From an optimization exercise on the open Yosys and OpenROAD flow, aimed at small area; shortcuts taken in it are not production practice.
In this exercise RTL edits were held to simulation tests only and were not proved equivalent to the original.
The clock port is modelled as an ideal driver; clocking choices that lean on that would not hold on a real chip.

==> inputs of maple <==
## pe_core
module pe_core (
    input  wire         clk,
    input  wire         rst,
    input  wire         start,
    input  wire [7:0]   len,
    output wire         busy,
    output wire         done,
    output wire [127:0] out_chars,
    output wire         in_req,
    output wire [7:0]   in_idx,
    input  wire [7:0]   in_data,
    input  wire         in_ack
);
==> module pe_core, before the edit <==
module pe_core (
    input  wire         clk,
    input  wire         rst,
    input  wire         start,
    input  wire [7:0]   len,
    output wire         busy,
    output wire         done,
    output wire [127:0] out_chars,
    output wire         in_req,
    output wire [7:0]   in_idx,
    input  wire [7:0]   in_data,
    input  wire         in_ack
);
    reg [3:0]   stage;
    reg [7:0]   j;
    reg [2:0]   bc;
    reg [7:0]   len_q;
    reg [15:0]  h;
    reg [127:0] r;
    reg         keep_q, cy_q;
    wire busy_q  = ~stage[3] | (~stage[2] & ~(stage[1] & stage[0]));
    wire done_q  = stage[3] & stage[1] & stage[0];
    wire st_map  = stage[3] & stage[1];           
    wire st_hash = stage[0];
    wire st_mix  = ~stage[0] & ~st_map;
    wire rd      = busy_q & st_mix & (j < len_q);
    wire en      = busy_q & ~(rd & ~in_ack);
    wire r0      = r[0];
    wire clr     = (stage == 4'd0) & (j[7:4] == 4'd0);
    wire mix_bit = (r0 & ~clr) ^ (rd & in_data[bc]);
    wire crc     = st_hash & ~j[4];
    wire win     = st_hash & j[4] & (j[3:1] == ~j[7:5]);
    wire fb      = (h[0] ^ r0) & crc;
    wire h_in    = clr ? (~j[0] & ~bc[1] & ~bc[0]) : (h[0] ^ (crc & r0));
    wire keep_c  = r[6] & (r[4:0] != 5'd0) & (r[4:0] <= 5'd26);
    wire keep    = (bc == 3'd0) ? keep_c : keep_q;
    wire cin     = (bc == 3'd0) ? 1'b1 : cy_q;
    wire rep_bit = bc[2] ? ((bc[1:0] == 2'd0) ? cin : (bc[1:0] != 2'd3)) : (r[4] ^ cin);
    wire map_bit = keep ? (r0 & (bc != 3'd7)) : rep_bit;
    wire nb      = st_map ? map_bit : win ? h[8] : st_mix ? mix_bit : r0;
    always @(posedge clk) begin
        keep_q <= keep;
        cy_q   <= r[4] & cin;
    end
    always @(posedge clk) begin
        if (rst) begin
            stage <= 4'd12;
        end else if (!busy_q) begin
            if (start) begin
                {stage, j, bc} <= 15'd0;
                len_q  <= len;
            end
        end else if (en) begin
            r <= {nb, r[127:1]};
            h <= {h_in, h[15], h[14] ^ fb, h[13:2], h[1] ^ fb};
            {stage, j, bc} <= {stage, j, bc} + 15'd1;
        end
    end
    assign busy   = busy_q;
    assign done   = done_q;
    assign in_req = rd;
    assign in_idx = j;
    genvar g;
    generate
        for (g = 0; g < 16; g = g + 1) begin : g_out
            assign out_chars[8*g +: 8] = {1'b0, r[8*(15-g) +: 7]};
        end
    endgenerate
endmodule
==> flow/config.mk <==
export PLATFORM = sky130hd
export DESIGN_NAME = pe_core
export DESIGN_NICKNAME = pe_core
export VERILOG_FILES = /design/flow/design.v
export SDC_FILE = /design/flow/constraint.sdc
export NUM_CORES = 4
export LEC_CHECK = 0
export CAP_MARGIN = 20
export CORE_MARGIN = 2
export CORE_UTILIZATION = 40
export PLACE_DENSITY = 0.75
export SLEW_MARGIN = 20
==> flow/constraint.sdc <==
create_clock -name core_clock -period 10.0 [get_ports {clk}]
set_input_delay 2.0000 -clock core_clock [delete_from_list [all_inputs] [get_ports {clk}]]
set_output_delay 2.0000 -clock core_clock [all_outputs]
set_load 0.01 [all_outputs]
standard.sh (not shown) runs the stock make flow with config.mk's settings and CLKGATE_MAP_FILE= SYNTH_SCRIPT=/design/flow/synth_recipe.tcl, a recipe that flattens the netlist after the stock synthesis.
==> flow/flow/run.sh <==
#!/bin/bash
# Standard synthesis and layout (the standard.sh) with three changes:
# port buffers use the smallest buffer cell; the clock tree uses clkbuf_8
# without dummy loads; and after CTS, flow/post_cts.tcl shrinks leaf clock
# buffers as far as the clock-pin slew allows. The make output goes to
# standard_flow.log; each ORFS step keeps its own log under orfs/logs.
set -euo pipefail
export BUFFER_PORTS_ARGS="-buffer_cell sky130_fd_sc_hd__buf_1"
export CTS_ARGS="-sink_clustering_enable -repair_clock_nets -dont_use_dummy_load -buf_list sky130_fd_sc_hd__clkbuf_8"
export POST_CTS_TCL="$PWD/flow/post_cts.tcl"
bash standard.sh "BUFFER_PORTS_ARGS=$BUFFER_PORTS_ARGS" "CTS_ARGS=$CTS_ARGS" "POST_CTS_TCL=$POST_CTS_TCL" finish > standard_flow.log 2>&1
==> flow/flow/post_cts.tcl <==
# Runs at the end of ORFS's CTS step (POST_CTS_TCL): shrink each leaf clock buffer
# to the smallest clkbuf whose flip-flop clock pins still see a slew under the limit
# (estimated from placement); the leaves first, then the root buffer.
proc clk_worst_slew {} {
  set ws 0
  foreach p [get_pins -hierarchical */CLK] {
    set s [get_property $p slew_max]
    if {$s > $ws} {set ws $s}
  }
  return $ws
}
set limit 0.120
set sizes {sky130_fd_sc_hd__clkbuf_1 sky130_fd_sc_hd__clkbuf_2 sky130_fd_sc_hd__clkbuf_4}
estimate_parasitics -placement
puts "post_cts: worst clock-pin slew before [clk_worst_slew]"
set bufs {}
set roots {}
foreach inst [[ord::get_db_block] getInsts] {
  set name [$inst getName]
  if {![string match "clkbuf_*_clk" $name]} continue
  if {[string match "clkbuf_0_*" $name]} { lappend roots $name } else { lappend bufs $name }
}
foreach name [concat $bufs $roots] {
  set orig [get_property [get_cells $name] ref_name]
  foreach sz $sizes {
    replace_cell [get_cells $name] [get_lib_cells */$sz]
    estimate_parasitics -placement
    if {[clk_worst_slew] <= $limit} { puts "post_cts: $name $orig -> $sz"; break }
    replace_cell [get_cells $name] [get_lib_cells */$orig]
    estimate_parasitics -placement
  }
}
estimate_parasitics -placement
puts "post_cts: worst clock-pin slew after [clk_worst_slew]"
report_worst_slack -min
report_worst_slack -max
==> inputs of indigo, as changes to maple <==
--- a/flow/design.v
+++ b/flow/design.v
@@ -12,4 +12,5 @@
     input  wire         in_ack
 );
+    reg         busy_q, done_q;
     reg [3:0]   stage;
     reg [7:0]   j;
@@ -19,6 +20,4 @@
     reg [127:0] r;
     reg         keep_q, cy_q;
-    wire busy_q  = ~stage[3] | (~stage[2] & ~(stage[1] & stage[0]));
-    wire done_q  = stage[3] & stage[1] & stage[0];
     wire st_map  = stage[3] & stage[1];           
     wire st_hash = stage[0];
@@ -45,7 +44,10 @@
     always @(posedge clk) begin
         if (rst) begin
-            stage <= 4'd12;
+            busy_q <= 1'b0;
+            done_q <= 1'b0;
         end else if (!busy_q) begin
             if (start) begin
+                busy_q <= 1'b1;
+                done_q <= 1'b0;
                 {stage, j, bc} <= 15'd0;
                 len_q  <= len;
@@ -55,4 +57,8 @@
             h <= {h_in, h[15], h[14] ^ fb, h[13:2], h[1] ^ fb};
             {stage, j, bc} <= {stage, j, bc} + 15'd1;
+            if (st_map && (&{j, bc})) begin
+                busy_q <= 1'b0;
+                done_q <= 1'b1;
+            end
         end
     end
==> flow/flow/run.sh (replaced) <==
#!/bin/bash
# Standard synthesis and layout; port buffers use the smallest buffer cell;
# clock tree without dummy loads and with larger sink clusters.
set -euo pipefail
export BUFFER_PORTS_ARGS="-buffer_cell sky130_fd_sc_hd__buf_1"
export CTS_ARGS="-sink_clustering_enable -repair_clock_nets -dont_use_dummy_load -buf_list sky130_fd_sc_hd__clkbuf_8 -sink_clustering_size 40 -sink_clustering_max_diameter 300 -sink_buffer_max_cap_derate 2.0"
bash standard.sh "BUFFER_PORTS_ARGS=$BUFFER_PORTS_ARGS" "CTS_ARGS=$CTS_ARGS" finish > standard_flow.log 2>&1
- PLACE_DENSITY: 0.75 -> not set
removed: flow/flow/post_cts.tcl
==> qor summary <==
                                                                 indigo       maple
Hpwl dp                                                          7.22 mm     7.62 mm
Status                                                    did not finish  timing/DRC/antenna clean
Last stage reached                                               4_1_cts           -
Unique masters post-synth                                             44          43
Area share of and/or/nand/nor cells after synthesis                4.93%       4.68%
Compound-cell area share of the yosys netlist                      2.21%       2.96%
Starting utilization of the core area                              40.7%       40.5%
Post-detailed-placement cell area                               6920 um2    6840 um2
Per-instance average area after synthesis                       16.1 um2    15.8 um2
Post-synthesis mux area share                                      1.20%      0.795%
Adder and majority cell fraction of the synthesized area           1.96%       1.99%
Die W                                                             136 um      136 um
Yosys reg bits                                                       171         169
Post-synthesis instance area                                    7010 um2    6930 um2

==> static timing again, ports no longer ideal <==
The results above use ideal ports. As a check the final layout listed here was re-extracted and re-timed, cells and wires unchanged. Step 1 sets driving cells, clkbuf_16 on the clock port and buf_2 on the other inputs (assumed; they add their load-dependent delay and slew). Step 2 also shifts input and output timing later by t, the mid clock arrival at the registers, as if the neighbouring blocks saw the same clock. Three values: ideal ports, drivers, drivers and shift; two values: the first two.
run: maple
t (ns): 0.441
slack for setup (ns): 5.772 / 5.740 / 6.045
hold slack, ns: 0.417 / 0.417 / 0.417
worst register clock-pin slew, ns: 0.11 / 0.11
After both steps maple still meets setup and hold. For maple, drivers alone change the setup slack by -0.032 ns; drivers and shift together by +0.273 ns.
